This design comes from an exercise in tuning for a short achievable clock period and few clock cycles on the open sky130 flow, not from production work. Only the layout flow was run in this run; the RTL was not checked for function there. No activity file was given, so power comes from the tool's default toggle rates.

File: flow/design.v
module framed_queue (
    input  wire        clk,
    input  wire        rst,
    input  wire        cmd_valid,
    output wire        cmd_ready,
    input  wire [31:0] cmd_data,
    input  wire        cmd_irq,
    output reg         rsp_valid,
    output reg  [31:0] rsp_data,
    input  wire        ser_busy,
    input  wire        ser_sleep_full,
    output wire        tx_we,
    output wire [5:0]  tx_widx,
    output wire [31:0] tx_wdata,
    output wire [3:0]  tx_wstrb,
    output reg         tx_start,
    output reg  [6:0]  tx_len,
    input  wire [3:0]  diag_raddr,
    output wire [31:0] diag_rdata,
    output wire [6:0]  diag_len,
    output reg  [7:0]  fault_code,
    output reg  [3:0]  fault_unit,
    output reg  [3:0]  fault_inst,
    output reg  [31:0] fault_info
);
    localparam QCAP     = 64;
    localparam TX_CAP   = 64;
    localparam DIAG_CAP = 64;
    localparam [7:0] F_SLEEP_OVERFLOW  = 8'h03;
    localparam [7:0] F_QUEUE_OVERFLOW  = 8'h05;
    localparam [7:0] F_ILLEGAL_COMMAND = 8'h06;
    localparam [7:0] F_OPERAND_RANGE   = 8'h07;
    localparam [7:0] F_TX_LENGTH       = 8'h09;
    localparam [7:0] F_FRAME_LENGTH    = 8'h0A;
    localparam [7:0] F_DIAG_OVERFLOW   = 8'h0B;
    localparam [7:0] F_CONTEXT         = 8'h0D;
    localparam [7:0] F_CORRUPT_FRAME   = 8'h0E;
    localparam [2:0] S_IDLE       = 3'd0,
                     S_PUSH_WORD  = 3'd1,
                     S_PUSH_BYTES = 3'd2,
                     S_PUSH_END   = 3'd3,
                     S_POP_CHECK  = 3'd4,
                     S_POP_COPY   = 3'd5,
                     S_POP_DONE   = 3'd6,
                     S_HALT       = 3'd7;
    reg [7:0] qbuf    [0:QCAP-1];
    reg [7:0] diagbuf [0:DIAG_CAP-1];
    reg [5:0] qrd;
    reg [5:0] qwr;
    reg [6:0] diag_len_r;
    reg [2:0]  state;
    reg [31:0] hdr;
    reg        irq;
    reg [15:0] words_left;
    reg [31:0] wbuf;
    reg [2:0]  wbytes;
    reg [15:0] bytes_left;
    reg        pad_bad;
    reg        push_ok;
    reg [5:0]  wp;
    reg [5:0]  rp;
    reg [7:0]  lb;
    reg [5:0]  idx;
    wire [3:0]  h_unit = cmd_data[31:28];
    wire [3:0]  h_op   = cmd_data[27:24];
    wire [3:0]  h_inst = cmd_data[23:20];
    wire [15:0] h_n    = cmd_data[15:0];
    wire [5:0] used = qwr - qrd;
    wire [6:0] free = 7'd64 - {1'b0, used};
    wire halted = (fault_code != 8'd0);
    wire hdr_legal = (h_unit == 4'd4) &&
                     ((h_op == 4'd0 && cmd_data[19:0] == 20'd0) ||
                      (h_op == 4'd1 && cmd_data[19:16] == 4'd0) ||
                      (h_op == 4'd2 && cmd_data[19:1] == 19'd0) ||
                      (h_op == 4'd3 && cmd_data[19:0] == 20'd0));
    wire [15:0] h_words = {2'd0, h_n[15:2]} + {15'd0, (h_n[1:0] != 2'd0)};
    wire h_push_ok = !cmd_irq && h_inst == 4'd0 && h_n <= 16'd254 &&
                     {9'd0, free} >= h_n + 16'd1;
    wire [3:0]  c_inst = hdr[23:20];
    wire [15:0] c_n    = hdr[15:0];
    wire        c_diag = hdr[0];
    wire [7:0] pop_n = lb - 8'd1;
    assign cmd_ready = !halted && (state == S_IDLE || state == S_PUSH_WORD);
    wire   cmd_fire  = cmd_valid && cmd_ready;
    assign tx_we    = (state == S_POP_COPY) && !c_diag;
    assign tx_widx  = idx;
    assign tx_wdata = {24'd0, qbuf[rp]};
    assign tx_wstrb = 4'b0001;
    assign diag_rdata = {diagbuf[{diag_raddr, 2'd3}], diagbuf[{diag_raddr, 2'd2}],
                         diagbuf[{diag_raddr, 2'd1}], diagbuf[{diag_raddr, 2'd0}]};
    assign diag_len   = diag_len_r;
    task automatic raise_fault(input [7:0] code, input [3:0] unit,
                               input [3:0] inst, input [31:0] info);
        begin
            fault_code <= code;
            fault_unit <= unit;
            fault_inst <= inst;
            fault_info <= info;
            state      <= S_HALT;
        end
    endtask
    task automatic respond(input [31:0] v);
        begin
            rsp_valid <= 1'b1;
            rsp_data  <= v;
            state     <= S_IDLE;
        end
    endtask
    always @(posedge clk) begin
        if (state == S_IDLE && cmd_fire && hdr_legal && h_op == 4'd1 && h_push_ok)
            qbuf[qwr] <= h_n[7:0] + 8'd1;
        if (state == S_PUSH_BYTES && push_ok)
            qbuf[wp] <= wbuf[7:0];
        if (state == S_POP_COPY && c_diag)
            diagbuf[idx] <= qbuf[rp];
    end
    always @(posedge clk) begin
        if (rst) begin
            state      <= S_IDLE;
            qrd        <= 6'd0;
            qwr        <= 6'd0;
            diag_len_r <= 7'd0;
            rsp_valid  <= 1'b0;
            rsp_data   <= 32'd0;
            tx_start   <= 1'b0;
            tx_len     <= 7'd0;
            fault_code <= 8'd0;
            fault_unit <= 4'd0;
            fault_inst <= 4'd0;
            fault_info <= 32'd0;
            hdr        <= 32'd0;
            irq        <= 1'b0;
            words_left <= 16'd0;
            wbuf       <= 32'd0;
            wbytes     <= 3'd0;
            bytes_left <= 16'd0;
            pad_bad    <= 1'b0;
            push_ok    <= 1'b0;
            wp         <= 6'd0;
            rp         <= 6'd0;
            lb         <= 8'd0;
            idx        <= 6'd0;
        end else begin
            rsp_valid <= 1'b0;
            tx_start  <= 1'b0;
            case (state)
            S_IDLE: begin
                if (cmd_fire) begin
                    hdr <= cmd_data;
                    irq <= cmd_irq;
                    if (!hdr_legal) begin
                        raise_fault(F_ILLEGAL_COMMAND, 4'd15, 4'd0, cmd_data);
                    end else begin
                        case (h_op)
                        4'd0: begin  
                            if (cmd_irq)
                                raise_fault(F_CONTEXT, h_unit, h_inst, cmd_data);
                            else if (h_inst != 4'd0)
                                raise_fault(F_OPERAND_RANGE, h_unit, h_inst, cmd_data);
                            else begin
                                qrd        <= 6'd0;
                                qwr        <= 6'd0;
                                diag_len_r <= 7'd0;
                                respond(32'd0);
                            end
                        end
                        4'd1: begin  
                            words_left <= h_words;
                            bytes_left <= h_n;
                            pad_bad    <= 1'b0;
                            push_ok    <= h_push_ok;
                            wp         <= qwr + 6'd1;
                            state      <= (h_n == 16'd0) ? S_PUSH_END : S_PUSH_WORD;
                        end
                        4'd2: begin  
                            if (cmd_irq)
                                raise_fault(F_CONTEXT, h_unit, h_inst, cmd_data);
                            else if (h_inst != 4'd0)
                                raise_fault(F_OPERAND_RANGE, h_unit, h_inst, cmd_data);
                            else if (ser_busy || used == 6'd0)
                                respond(32'd0);
                            else begin
                                lb    <= qbuf[qrd];
                                state <= S_POP_CHECK;
                            end
                        end
                        default: begin  
                            if (h_inst != 4'd0)
                                raise_fault(F_OPERAND_RANGE, h_unit, h_inst, cmd_data);
                            else
                                respond({25'd0, free});
                        end
                        endcase
                    end
                end
            end
            S_PUSH_WORD: begin
                if (cmd_fire) begin
                    wbuf       <= cmd_data;
                    words_left <= words_left - 16'd1;
                    if (bytes_left < 16'd4) begin
                        wbytes     <= bytes_left[2:0];
                        bytes_left <= 16'd0;
                        case (bytes_left[1:0])
                        2'd1: if (cmd_data[31:8]  != 24'd0) pad_bad <= 1'b1;
                        2'd2: if (cmd_data[31:16] != 16'd0) pad_bad <= 1'b1;
                        2'd3: if (cmd_data[31:24] != 8'd0)  pad_bad <= 1'b1;
                        default: ;
                        endcase
                    end else begin
                        wbytes     <= 3'd4;
                        bytes_left <= bytes_left - 16'd4;
                    end
                    state <= S_PUSH_BYTES;
                end
            end
            S_PUSH_BYTES: begin
                wbuf   <= {8'd0, wbuf[31:8]};
                wbytes <= wbytes - 3'd1;
                wp     <= wp + 6'd1;
                if (wbytes == 3'd1)
                    state <= (words_left == 16'd0) ? S_PUSH_END : S_PUSH_WORD;
            end
            S_PUSH_END: begin
                if (pad_bad)
                    raise_fault(F_ILLEGAL_COMMAND, 4'd15, 4'd0, hdr);
                else if (irq)
                    raise_fault(F_CONTEXT, hdr[31:28], c_inst, hdr);
                else if (c_inst != 4'd0)
                    raise_fault(F_OPERAND_RANGE, hdr[31:28], c_inst, hdr);
                else if (c_n > 16'd254)
                    raise_fault(F_FRAME_LENGTH, 4'd4, c_inst, {16'd0, c_n});
                else if ({9'd0, free} < c_n + 16'd1)
                    raise_fault(F_QUEUE_OVERFLOW, 4'd4, c_inst, {16'd0, c_n});
                else begin
                    qwr <= wp;
                    respond(32'd0);
                end
            end
            S_POP_CHECK: begin
                if (lb == 8'd0 || {1'b0, lb} > {3'd0, used})
                    raise_fault(F_CORRUPT_FRAME, 4'd4, c_inst, {24'd0, lb});
                else if (!c_diag && (pop_n == 8'd0 || pop_n > TX_CAP))
                    raise_fault(F_TX_LENGTH, 4'd4, c_inst, {24'd0, pop_n});
                else if (!c_diag && ser_sleep_full)
                    raise_fault(F_SLEEP_OVERFLOW, 4'd1, 4'd0, 32'd3);
                else if (c_diag && pop_n > DIAG_CAP)
                    raise_fault(F_DIAG_OVERFLOW, 4'd4, c_inst, {24'd0, pop_n});
                else begin
                    rp    <= qrd + 6'd1;
                    idx   <= 6'd0;
                    state <= (pop_n == 8'd0) ? S_POP_DONE : S_POP_COPY;
                end
            end
            S_POP_COPY: begin
                rp  <= rp + 6'd1;
                idx <= idx + 6'd1;
                if ({2'd0, idx} == pop_n - 8'd1)
                    state <= S_POP_DONE;
            end
            S_POP_DONE: begin
                qrd <= qrd + lb[5:0];
                if (c_diag) begin
                    diag_len_r <= pop_n[6:0];
                end else begin
                    tx_start <= 1'b1;
                    tx_len   <= pop_n[6:0];
                end
                respond(32'd1);
            end
            default: ;  
            endcase
        end
    end
endmodule
File: flow/constraint.sdc
create_clock -name core_clock -period 6.0 [get_ports {clk}]
set_input_delay 1.2000 -clock core_clock [delete_from_list [all_inputs] [get_ports {clk}]]
set_output_delay 1.2000 -clock core_clock [all_outputs]
set_load 0.01 [all_outputs]
File: flow/config.mk
export PLATFORM = sky130hd
export DESIGN_NAME = framed_queue
export DESIGN_NICKNAME = framed_queue
export VERILOG_FILES = /design/flow/design.v
export SDC_FILE = /design/flow/constraint.sdc
export NUM_CORES = 4
export LEC_CHECK = 0
export CAP_MARGIN = 20
export CORE_MARGIN = 2
export CORE_UTILIZATION = 40
export SLEW_MARGIN = 20
File: flow/run.sh
#!/bin/bash
# synth_recipe.tcl (not shown) runs the flow's synth.tcl, then flattens the netlist and writes it again
# the make line also repeats each setting of config.mk as NAME=value (left out here)
make -C /OpenROAD-flow-scripts/flow DESIGN_CONFIG=/design/flow/config.mk WORK_HOME=/design/flow/orfs CLKGATE_MAP_FILE= SYNTH_SCRIPT=/design/flow/synth_recipe.tcl finish
==> out/metrics.yaml <==
gp_congestion: 0.882
avgSynthCellArea_um2: 16.1
portBuffers: 160
routed.top_layer: "met5"
coreArea_um2: 139000
synth.largest_area_cell: "edfxtp_1"
crit_required_ps: 4800
fmax_mhz: 179
rsz0062_at_grt: "false"
maxCapViolCount: 0
cts_buffer_depth: 3
synthArstFlopShare_pct: 0
cts.sinks: 1244
ys_types: 89
vias: 33600
yosys_most_used_dff: "edfxtp_1"
met3WireLength_um: 12700
htree_levels: 4
tns_ps: 0
cts_buffers: 131
drc: 0
synthCells: 3495
clk_pin_slew_ps: 60
synth-seq-area-share_pct: 62.6
slew_headroom_pct: 26.1
cts_setup_buffers: 0
report.final.slew_viol_count: 0
cp_max_fo: 34
grt_pass1_vias: 32200
synth_top_area_share_pct: 54.8
min_from: "diag_len_r[5]"
diodes: 0
cts-root-buf: "clkbuf_16"
p_leak_nw: 19.9
dr.pass1.iters: 8
met2_length_um: 73600
synthTopCellsByArea: "edfxtp_1 55%, mux4_2 20%, dfxtp_1 7.8%, nor2_1 1.9%, nand2_1 1.8%"
start_util_pct: 40.3
wl_met1_um: 66100
fp.dieW_um: 379
grt_antenna_before_repair: 2
placement_rows: 137
globalRoute.totalOverflow: 0
endpoint_kind: "primary output"
r2r_start: "qrd[4]"
holdBufCountCts: 0
cts_tree: "yes"
rr_worst_depth: 15
synthTopCellsByCount: "1024 x edfxtp_1, 496 x mux4_2, 291 x nor2_1, 271 x nand2_1, 220 x dfxtp_1"
synth_edf_count: 1024
ys_warn_count: 1
grt_pass1_wl_um: 230000
avgRoutedWirePerCell_um: 27.9
die_h_um: 379
synth_most_common_cell: "edfxtp_1"
ys_ff_latch: 1244
dpl.hpwl_um: 102000
setup_viol: 0
clk_latency_ps: 770
nNetsFinal: 3737
fin_skew_ps: 26.5
worstSetupStartpointType: "flop"
area_growth_pct: 14.5
finalCritPeriodShare_pct: 93.3
ctsResizeCount: 0
cp.arrival_ps: 4400
min_period_ps: 5600
hold_depth: 2
reg2reg_slack_ps: 910
dieArea_um2: 143000
place_area_um2: 59900
viasPerCell: 5.97
drive_gt1_share_pct: 22.2
io-pin-count: 214
final-hold-violation-count: 0
worst_pin_slew_ps: 1110
grt_max_degree: 132
ir_drop_v: 0.000287
power_density_nw_per_um2: 333
crit_type: "reg2out"
hold_class: "reg2reg"
netlist_area_um2: 56100
postRouteAntennaNets: 0
whs_ps: 450
routed_wl_um: 157000
dr.first_iter.drc_count: 3688
outcome: "timing/DRC/antenna clean"
fill_cells: 12000
track_usage_pct: 21.9
worstReg2RegEnd: "qbuf[48][4]"
holdPathEnd: "diag_len_r[5]"
fin_util_pct: 46.1
final_cell_area_um2: 64300
## logic make-up after synthesis
group           share of synthesized area, %
flops                                   62.6
xor+xnor                               0.918
other cells                           0.0134
compound gates                          5.68
simple gates                            6.47
mux                                     20.4
buf+inv                                 2.68
fa+ha+maj                               1.19
## layout make-up
class	instances	area, um2	area share (%)
clock inverter	80	916	1.42
timing repair buffer	253	2440	3.80
multi-input combinational	1965	19800	30.8
tap	1876	2350	3.65
sequential	1244	35200	54.7
inverter	48	180	0.280
clock buffer	160	3450	5.36
## critical path: stages (launching register included)
cell and delay [ps]:
dfxtp_4 580, buf_12 320, buf_4 320, mux4_2 560, mux4_2 520, mux4_2 690
clkdlybuf4s50_1 570
## flip-flops by register name, indices dropped and copies added (netlist names), 16 cells and up, named ones only
register,flops
words_left,16
bytes_left,16
wbuf,32
hdr,32
fault_info,32
diagbuf,512
qbuf,512
## power breakdown
part	internal [mW]	switching (mW)	leakage [nW]
sequential	9.69	0.280	11.0
combinational	1.17	2.02	6.75
clock	4.75	3.51	2.12
total	15.6	5.81	19.9
## worst max-delay path by stage
stage,end,slack [ps]
CTS,tx_wdata[1],300
detailed placement,qbuf[42][3],320
floorplan,qbuf[40][0],1340
finish,tx_wdata[1],400
global route,tx_wdata[1],210
global placement,qbuf[54][0],470
## metrics by stage
step | setup WS [ps] | cells | total power [mW]
floorplan | 1340 | 3546 | 12.1
global placement | 468 | 5386 | 13.3
CTS | 297 | 5626 | 21.6
detailed placement | 317 | 5386 | 13.3
finish | 400 | 5626 | 21.4
global route | 208 | 5626 | 22.2
## placed cells by master, fill, tap and decap left out, types with 26 or more instances in the layout
master,count
buf_4,82
nand3_1,54
mux4_2,496
nand2_1,271
nor4_1,26
clkbuf_16,133
ha_1,50
nor3_1,45
clkdlybuf4s50_1,155
xnor2_1,26
nor2_1,289
edfxtp_1,1024
mux2i_1,26
inv_1,46
a311oi_1,29
a22oi_1,41
o21ai_0,56
conb_1,53
xor2_1,31
o2bb2ai_1,42
dfxtp_1,214
a21oi_1,151
## layer usage
layer / track usage [%] / up-vias
met2: 33.8 / 1541
met5: 0 / -
met1: 31.3 / 17600
met4: 6.62 / 4
met3: 4.50 / 244
li1: - / 14200

==> port drivers added, routing unchanged <==
No port has a modelled driver above. Below, the same layout with a new extraction and two added sets of constraints. Step 1: set_driving_cell puts a clkbuf_16 on clk and a buf_2 on each other input, an assumption about the parent block. Step 2 moves the port delays by t, midway between the first and last clock arrival at a register: inputs arrive t later, outputs are due t later. That takes back most of the time a late clock gives input paths. Slacks: ideal ports / drivers / drivers and shift; pairs: ideal ports / drivers.
t, ns: 0.835
slack for setup (ns): 0.400 / 0.327 / 0.295
worst setup path at the end: input to register
latest minus earliest clock arrival (ns): 0.026 / 0.027
slew at the worst register clock pin (ns): 0.07 / 0.07
After both steps this run still meets setup and hold. For this run, drivers alone change the setup slack by -0.073 ns; drivers and shift together by -0.105 ns.
